Background: an optimization exercise with open tools, aiming at small area. Do not read the settings as production practice.
RTL that was checked went through simulation tests only; none was proved equivalent to the original.
Power is estimated from default activity; no workload was simulated.

==> run a: inputs <==
==> flow/design.v <==
module ung_tx_engine (
    input  wire        clk,
    input  wire        rst,           
    output wire        req_ready,
    input  wire        tick,
    input  wire        cmd_valid,
    input  wire [31:0] cmd_word,
    input  wire [31:0] cmd_opa,
    input  wire [31:0] cmd_opb,
    output reg         res_valid,
    output wire [7:0]  res_code,
    output wire        tx_valid,
    output reg  [7:0]  tx_byte,
    input  wire        tx_ready
);
    localparam [1:0] F_CD1 = 2'd0;    
    localparam [1:0] F_NOZ = 2'd1;    
    localparam [1:0] F_VOL = 2'd2;    
    localparam [1:0] F_AMT = 2'd3;    
    function [3:0] add3;
        input [3:0] n;
        input       e;
        reg g;
        begin
            g = e & (n[3] | (n[2] & (n[1] | n[0])));
            add3[3] = n[3] | g;
            add3[2] = g ? (n[3] & n[0]) : n[2];
            add3[1] = g ? (n[0] ? n[1] : n[3]) : n[1];
            add3[0] = n[0] ^ g;
        end
    endfunction
    function [31:0] dd_step;
        input [31:0] b;
        input [4:0]  c;
        reg [31:0] t;
        begin
            t[3:0]   = add3(b[3:0],   1'b1);
            t[7:4]   = add3(b[7:4],   c[4] | c[3]);
            t[11:8]  = add3(b[11:8],  c[4] | (c[3] & c[2]));
            t[15:12] = add3(b[15:12], c[4]);
            t[19:16] = add3(b[19:16], c[4] & (c[3] | c[2]));
            t[23:20] = add3(b[23:20], c[4] & c[3]);
            t[27:24] = add3(b[27:24], c[4] & c[3] & c[2]);
            t[31:28] = b[31:28];
            dd_step = {t[30:0], t[31]};
        end
    endfunction
    function [15:0] crc_step;
        input [15:0] c;
        input [7:0]  d;
        reg [7:0] x;
        begin
            x = c[15:8] ^ d;
            x = x ^ (x >> 4);
            crc_step = {c[7:0], 8'h00} ^ {x[3:0], 12'h000} ^ {3'b000, x, 5'b00000} ^ {8'h00, x};
        end
    endfunction
    wire [7:0] c_op   = cmd_word[7:0];
    wire       c_hv   = cmd_word[24];
    wire       c_ha   = cmd_word[25];
    wire       c_ill  = (cmd_word[31:26] != 6'd0) || (c_op == 8'd0) || (c_op > 8'd4);
    wire       c_ovf  = (c_op == 8'd2) &&
                        ((c_hv && cmd_opa > 32'd99999999) || (c_ha && cmd_opb > 32'd99999999));
    wire [7:0] c_d    = {4'd0, c_op[1] & c_op[0], c_op[2], 1'b0, c_op[2]};   
    reg        busy;          
    reg        conv;          
    reg        sweep;         
    reg [1:0]  fk;            
    reg        hv, ha;
    reg [4:0]  cnt;           
    reg [7:0]  addr;
    reg [7:0]  noz;           
    reg [31:0] vol, amt;
    reg [15:0] crc;
    reg        ill;           
    wire [3:0] pos   = cnt[3:0];
    wire       long  = fk[1];
    wire [31:0] pre  = fk[0] ? amt : vol;
    wire       send  = busy && !conv && tx_ready;
    wire       f_end = send && pos == 4'd11;
    wire       a_last = addr[5] && addr[3:0] == 4'hF;    
    assign req_ready = !busy;
    assign tx_valid  = busy && !conv;
    assign res_code  = {{6{sweep}}, !busy && !ill, ill};
    wire s0  = pos == 4'd0;
    wire s1  = pos == 4'd1;
    wire s2  = pos == 4'd2;
    wire s3  = pos == 4'd3;
    wire s4  = pos == 4'd4;
    wire s5  = pos == 4'd5;
    wire s6  = pos == 4'd6;
    wire s7  = pos == 4'd7;
    wire s8  = pos == 4'd8;
    wire s9  = pos == 4'd9;
    wire s10 = pos == 4'd10;
    wire s11 = pos == 4'd11;
    wire sv  = !fk[0];
    wire sa  = fk[0];
    wire [7:0] c_type = {5'd0, fk == F_AMT, fk[1] ^ fk[0], !fk[0]};    
    always @(*) begin
        tx_byte = ({8{s0}} & addr)
                | ({8{s1}} & 8'h11)
                | ({8{s2}} & c_type)
                | ({8{s3 & long}} & 8'h04)
                | ({8{s3 & !long}} & 8'h01)
                | ({8{s4 & sv}} & vol[31:24])
                | ({8{s5 & sv}} & vol[23:16])
                | ({8{s6 & sv}} & vol[15:8])
                | ({8{s7 & long & sv}} & vol[7:0])
                | ({8{s4 & sa}} & amt[31:24])
                | ({8{s5 & sa}} & amt[23:16])
                | ({8{s6 & sa}} & amt[15:8])
                | ({8{s7 & long & sa}} & amt[7:0])
                | ({8{s7 & !long}} & noz)
                | ({8{s8}} & crc[7:0])
                | ({8{s9}} & crc[15:8])
                | ({8{s10}} & 8'h03)
                | ({8{s11}} & 8'hFA);
    end
    always @(posedge clk) begin
        if (rst) begin
            busy      <= 1'b0;
            res_valid <= 1'b0;
        end else begin
            res_valid <= !busy && !tick && cmd_valid;
            if (!busy)
                busy <= tick || (cmd_valid && !c_ill && !c_ovf);
            else if (f_end && fk == F_CD1 && (!sweep || a_last))
                busy <= 1'b0;
        end
    end
    always @(posedge clk) begin
        ill <= c_ill;
        if (!busy) begin
            conv  <= 1'b1;
            cnt   <= 5'd5;
            sweep <= tick;
            fk    <= (!tick && c_op == 8'd2) ? F_NOZ : F_CD1;
            hv    <= c_hv;
            ha    <= c_ha;
            addr  <= tick ? 8'h50 : cmd_word[15:8];
            noz   <= tick ? 8'h00 : (c_op == 8'd2) ? cmd_word[23:16] : c_d;
            vol   <= {cmd_opa[26:0], 5'd0};
            amt   <= {cmd_opb[26:0], 5'd0};
        end else if (conv) begin
            cnt <= cnt + 5'd1;
            if (cnt == 5'd31)
                conv <= 1'b0;
            vol <= dd_step(vol, cnt);
            amt <= dd_step(amt, cnt);
        end else if (tx_ready) begin
            if (pos == 4'd11) begin
                cnt <= 5'd0;
                case (fk)
                    F_NOZ: begin
                        fk  <= hv ? F_VOL : ha ? F_AMT : F_CD1;
                        noz <= 8'h06;
                    end
                    F_VOL:   fk <= ha ? F_AMT : F_CD1;
                    F_AMT:   fk <= F_CD1;
                    default: addr[5:0] <= addr[5:0] + 6'd1;
                endcase
            end else if (pos == 4'd3 && !long)
                cnt <= 5'd7;
            else
                cnt <= cnt + 5'd1;
        end
        if (!busy || f_end)
            crc <= 16'hFFFF;
        else if (send && !pos[3])
            crc <= crc_step(crc, tx_byte);
    end
endmodule
==> flow/flow/run.sh <==
#!/bin/bash
# Standard layout, with the smallest buffer on the ports.
set -euo pipefail
export BUFFER_PORTS_ARGS="-buffer_cell sky130_fd_sc_hd__buf_1"
bash standard.sh > flow_make.log 2>&1
==> flow/standard.sh <==
#!/bin/bash
# synth_recipe.tcl (not shown) runs the flow's synth.tcl, then flattens the netlist and writes it again
# the make line also repeats each setting of config.mk as NAME=value (left out here)
make -C /OpenROAD-flow-scripts/flow DESIGN_CONFIG=/design/flow/config.mk WORK_HOME=/design/flow/orfs CLKGATE_MAP_FILE= SYNTH_SCRIPT=/design/flow/synth_recipe.tcl "${@:-finish}"
==> flow/config.mk <==
export PLATFORM = sky130hd
export DESIGN_NAME = ung_tx_engine
export DESIGN_NICKNAME = ung_tx_engine
export VERILOG_FILES = /design/flow/design.v
export SDC_FILE = /design/flow/constraint.sdc
export NUM_CORES = 4
export LEC_CHECK = 0
export CAP_MARGIN = 20
export CORE_MARGIN = 2
export CORE_UTILIZATION = 40
export CTS_BUF_LIST = sky130_fd_sc_hd__clkbuf_8
export PLACE_DENSITY = 0.6
export SLEW_MARGIN = 20
==> flow/constraint.sdc <==
create_clock -name core_clock -period 25.0 [get_ports {clk}]
set_input_delay 5.0000 -clock core_clock [delete_from_list [all_inputs] [get_ports {clk}]]
set_output_delay 5.0000 -clock core_clock [all_outputs]
set_load 0.01 [all_outputs]
==> run b: changes against run a <==
--- a/flow/design.v
+++ b/flow/design.v
@@ -82,5 +82,5 @@
     assign req_ready = !busy;
     assign tx_valid  = busy && !conv;
-    assign res_code  = {{6{sweep}}, !busy && !ill, ill};
+    assign res_code  = {6'd0, !busy && !ill, !busy && ill};
     wire s0  = pos == 4'd0;
     wire s1  = pos == 4'd1;
- ABC_AREA: not set -> 1
==> run c: changes against run a <==
--- a/flow/design.v
+++ b/flow/design.v
@@ -20,12 +20,9 @@
     function [3:0] add3;
         input [3:0] n;
-        input       e;
-        reg g;
         begin
-            g = e & (n[3] | (n[2] & (n[1] | n[0])));
-            add3[3] = n[3] | g;
-            add3[2] = g ? (n[3] & n[0]) : n[2];
-            add3[1] = g ? (n[0] ? n[1] : n[3]) : n[1];
-            add3[0] = n[0] ^ g;
+            add3[3] = n[3] | (n[2] & (n[1] | n[0]));
+            add3[2] = (n[3] & n[0]) | (n[2] & ~n[1] & ~n[0]);
+            add3[1] = (~n[2] & n[1]) | (n[1] & n[0]) | (n[3] & ~n[0]);
+            add3[0] = (~n[3] & ~n[2] & n[0]) | (n[2] & n[1] & ~n[0]) | (n[3] & ~n[0]);
         end
     endfunction
@@ -33,14 +30,20 @@
         input [31:0] b;
         input [4:0]  c;
+        integer j;
+        reg [7:0]  en;
         reg [31:0] t;
         begin
-            t[3:0]   = add3(b[3:0],   1'b1);
-            t[7:4]   = add3(b[7:4],   c[4] | c[3]);
-            t[11:8]  = add3(b[11:8],  c[4] | (c[3] & c[2]));
-            t[15:12] = add3(b[15:12], c[4]);
-            t[19:16] = add3(b[19:16], c[4] & (c[3] | c[2]));
-            t[23:20] = add3(b[23:20], c[4] & c[3]);
-            t[27:24] = add3(b[27:24], c[4] & c[3] & c[2]);
-            t[31:28] = b[31:28];
+            en[0] = 1'b1;
+            en[1] = c[4] | c[3];
+            en[2] = c[4] | (c[3] & c[2]);
+            en[3] = c[4];
+            en[4] = c[4] & (c[3] | c[2]);
+            en[5] = c[4] & c[3];
+            en[6] = c[4] & c[3] & c[2];
+            en[7] = 1'b0;
+            t = b;
+            for (j = 0; j < 8; j = j + 1)
+                if (en[j])
+                    t[j*4 +: 4] = add3(b[j*4 +: 4]);
             dd_step = {t[30:0], t[31]};
         end
@@ -82,39 +85,20 @@
     assign req_ready = !busy;
     assign tx_valid  = busy && !conv;
-    assign res_code  = {{6{sweep}}, !busy && !ill, ill};
-    wire s0  = pos == 4'd0;
-    wire s1  = pos == 4'd1;
-    wire s2  = pos == 4'd2;
-    wire s3  = pos == 4'd3;
-    wire s4  = pos == 4'd4;
-    wire s5  = pos == 4'd5;
-    wire s6  = pos == 4'd6;
-    wire s7  = pos == 4'd7;
-    wire s8  = pos == 4'd8;
-    wire s9  = pos == 4'd9;
-    wire s10 = pos == 4'd10;
-    wire s11 = pos == 4'd11;
-    wire sv  = !fk[0];
-    wire sa  = fk[0];
-    wire [7:0] c_type = {5'd0, fk == F_AMT, fk[1] ^ fk[0], !fk[0]};    
+    assign res_code  = {6'd0, !busy && !ill, !busy && ill};
     always @(*) begin
-        tx_byte = ({8{s0}} & addr)
-                | ({8{s1}} & 8'h11)
-                | ({8{s2}} & c_type)
-                | ({8{s3 & long}} & 8'h04)
-                | ({8{s3 & !long}} & 8'h01)
-                | ({8{s4 & sv}} & vol[31:24])
-                | ({8{s5 & sv}} & vol[23:16])
-                | ({8{s6 & sv}} & vol[15:8])
-                | ({8{s7 & long & sv}} & vol[7:0])
-                | ({8{s4 & sa}} & amt[31:24])
-                | ({8{s5 & sa}} & amt[23:16])
-                | ({8{s6 & sa}} & amt[15:8])
-                | ({8{s7 & long & sa}} & amt[7:0])
-                | ({8{s7 & !long}} & noz)
-                | ({8{s8}} & crc[7:0])
-                | ({8{s9}} & crc[15:8])
-                | ({8{s10}} & 8'h03)
-                | ({8{s11}} & 8'hFA);
+        case (pos)
+            4'd0:    tx_byte = addr;
+            4'd1:    tx_byte = 8'h11;
+            4'd2:    tx_byte = {6'd0, fk} + 8'd1;
+            4'd3:    tx_byte = long ? 8'h04 : 8'h01;
+            4'd4:    tx_byte = pre[31:24];
+            4'd5:    tx_byte = pre[23:16];
+            4'd6:    tx_byte = pre[15:8];
+            4'd7:    tx_byte = long ? pre[7:0] : noz;
+            4'd8:    tx_byte = crc[7:0];
+            4'd9:    tx_byte = crc[15:8];
+            4'd10:   tx_byte = 8'h03;
+            default: tx_byte = 8'hFA;
+        endcase
     end
     always @(posedge clk) begin
==> flow/run.sh (new file) <==
#!/bin/bash
# synth_recipe.tcl (not shown) runs the flow's synth.tcl, then flattens the netlist and writes it again
# the make line also repeats each setting of config.mk as NAME=value (left out here)
make -C /OpenROAD-flow-scripts/flow DESIGN_CONFIG=/design/flow/config.mk WORK_HOME=/design/flow/orfs CLKGATE_MAP_FILE= SYNTH_SCRIPT=/design/flow/synth_recipe.tcl finish
- CTS_BUF_LIST: sky130_fd_sc_hd__clkbuf_8 -> not set
removed: flow/flow/run.sh
removed: flow/standard.sh
==> run d: changes against run a <==
--- a/flow/design.v
+++ b/flow/design.v
@@ -82,5 +82,5 @@
     assign req_ready = !busy;
     assign tx_valid  = busy && !conv;
-    assign res_code  = {{6{sweep}}, !busy && !ill, ill};
+    assign res_code  = {6'd0, !busy && !ill, !busy && ill};
     wire s0  = pos == 4'd0;
     wire s1  = pos == 4'd1;
- CTS_BUF_LIST: sky130_fd_sc_hd__clkbuf_8 -> not set
==> summary.txt <==
Area inside the core boundary: run c 17200 um^2; run d 16700 um^2; run b 17800 um^2; run a 16600 um^2
Met2 Usage GRT: run c 0.381; run d 0.381; run b 0.353; run a 0.352
Most common cell after layout, fill and taps aside: run c sky130_fd_sc_hd__clkdlybuf4s50_1; run d sky130_fd_sc_hd__buf_1; run b sky130_fd_sc_hd__nand2_1; run a sky130_fd_sc_hd__buf_1
Result of the run: run c complete, no violations; run d complete, no violations; run b complete, no violations; run a complete, no violations
Net load switching power: run c 0.150 mW; run d 0.143 mW; run b 0.146 mW; run a 0.136 mW
Met3 demand-to-capacity share in global routing: run c 0.0380; run d 0.0445; run b 0.0305; run a 0.0413
Power per cell area: run c 58.0 nW/um^2; run d 61.6 nW/um^2; run b 56.6 nW/um^2; run a 57.6 nW/um^2
Final Util: run c 0.490; run d 0.461; run b 0.452; run a 0.457
Met2 Routed Length: run c 10.1 mm; run d 10.1 mm; run b 9.63 mm; run a 8.88 mm
Power in the clock group: run c 0.134 mW; run d 0.145 mW; run b 0.135 mW; run a 0.113 mW
Remaining max-slew budget at the tightest pin: run c 0.393; run d 0.368; run b 0.375; run a 0.353
Fraction of final layout cells with drive strength greater than 1: run c 0.0455; run d 0.0569; run b 0.0357; run a 0.0541
Endpoint with the worst hold slack: run c -; run d crc[1]; run b vol[3]; run a crc[12]
Post-synthesis compound-gate area fraction: run c 0.246; run d 0.220; run b 0.140; run a 0.221
DIE AREA: run c 18500 um^2; run d 18300 um^2; run b 19100 um^2; run a 18100 um^2
Cell with the most instances after synthesis: run c sky130_fd_sc_hd__edfxtp_1; run d sky130_fd_sc_hd__edfxtp_1; run b sky130_fd_sc_hd__nand2_1; run a sky130_fd_sc_hd__edfxtp_1
Top metal layer carrying routed signals: run c met5; run d met4; run b met4; run a met4
Arrival time of the worst setup path: run c 3.28 ns; run d 3.02 ns; run b 2.73 ns; run a 3.00 ns
Met1 layer usage reported by global route: run c 0.317; run d 0.314; run b 0.327; run a 0.320
Largest net degree at the start of global routing: run c 72; run d 75; run b 47; run a 60
Only the layout flow was run in run b and run d; the RTL was not checked for function there.

separate check: timing with driven ports:
In the flow no input, the clock included, has a driving cell. The finished layouts below were timed again as built, in two steps. Step 1: set_driving_cell puts a clkbuf_16 on clk and a buf_2 on each other input, an assumption about the parent block. Step 2 also shifts input and output timing later by t, the mid clock arrival at the registers, as if the neighbouring blocks saw the same clock. a / b / c = ideal ports / drivers / drivers and shift; a / b = the first two.
| run | t, ns | slack for setup (ns) | hold slack, ns | slew at the worst register clock pin (ns) |
|---|---|---|---|---|
| run a | 0.426 | 16.999 / 16.959 / 17.386 | 0.520 / 0.520 / 0.520 | 0.11 / 0.11 |
| run b | 0.432 | 17.272 / 17.235 / 17.667 | 0.527 / 0.527 / 0.527 | 0.11 / 0.11 |
| run c | 0.395 | 16.718 / 16.676 / 17.071 | 0.512 / 0.512 / 0.512 | 0.08 / 0.08 |
| run d | 0.403 | 16.982 / 16.938 / 17.342 | 0.530 / 0.530 / 0.530 | 0.07 / 0.07 |
After both steps every run listed still meets setup and hold.
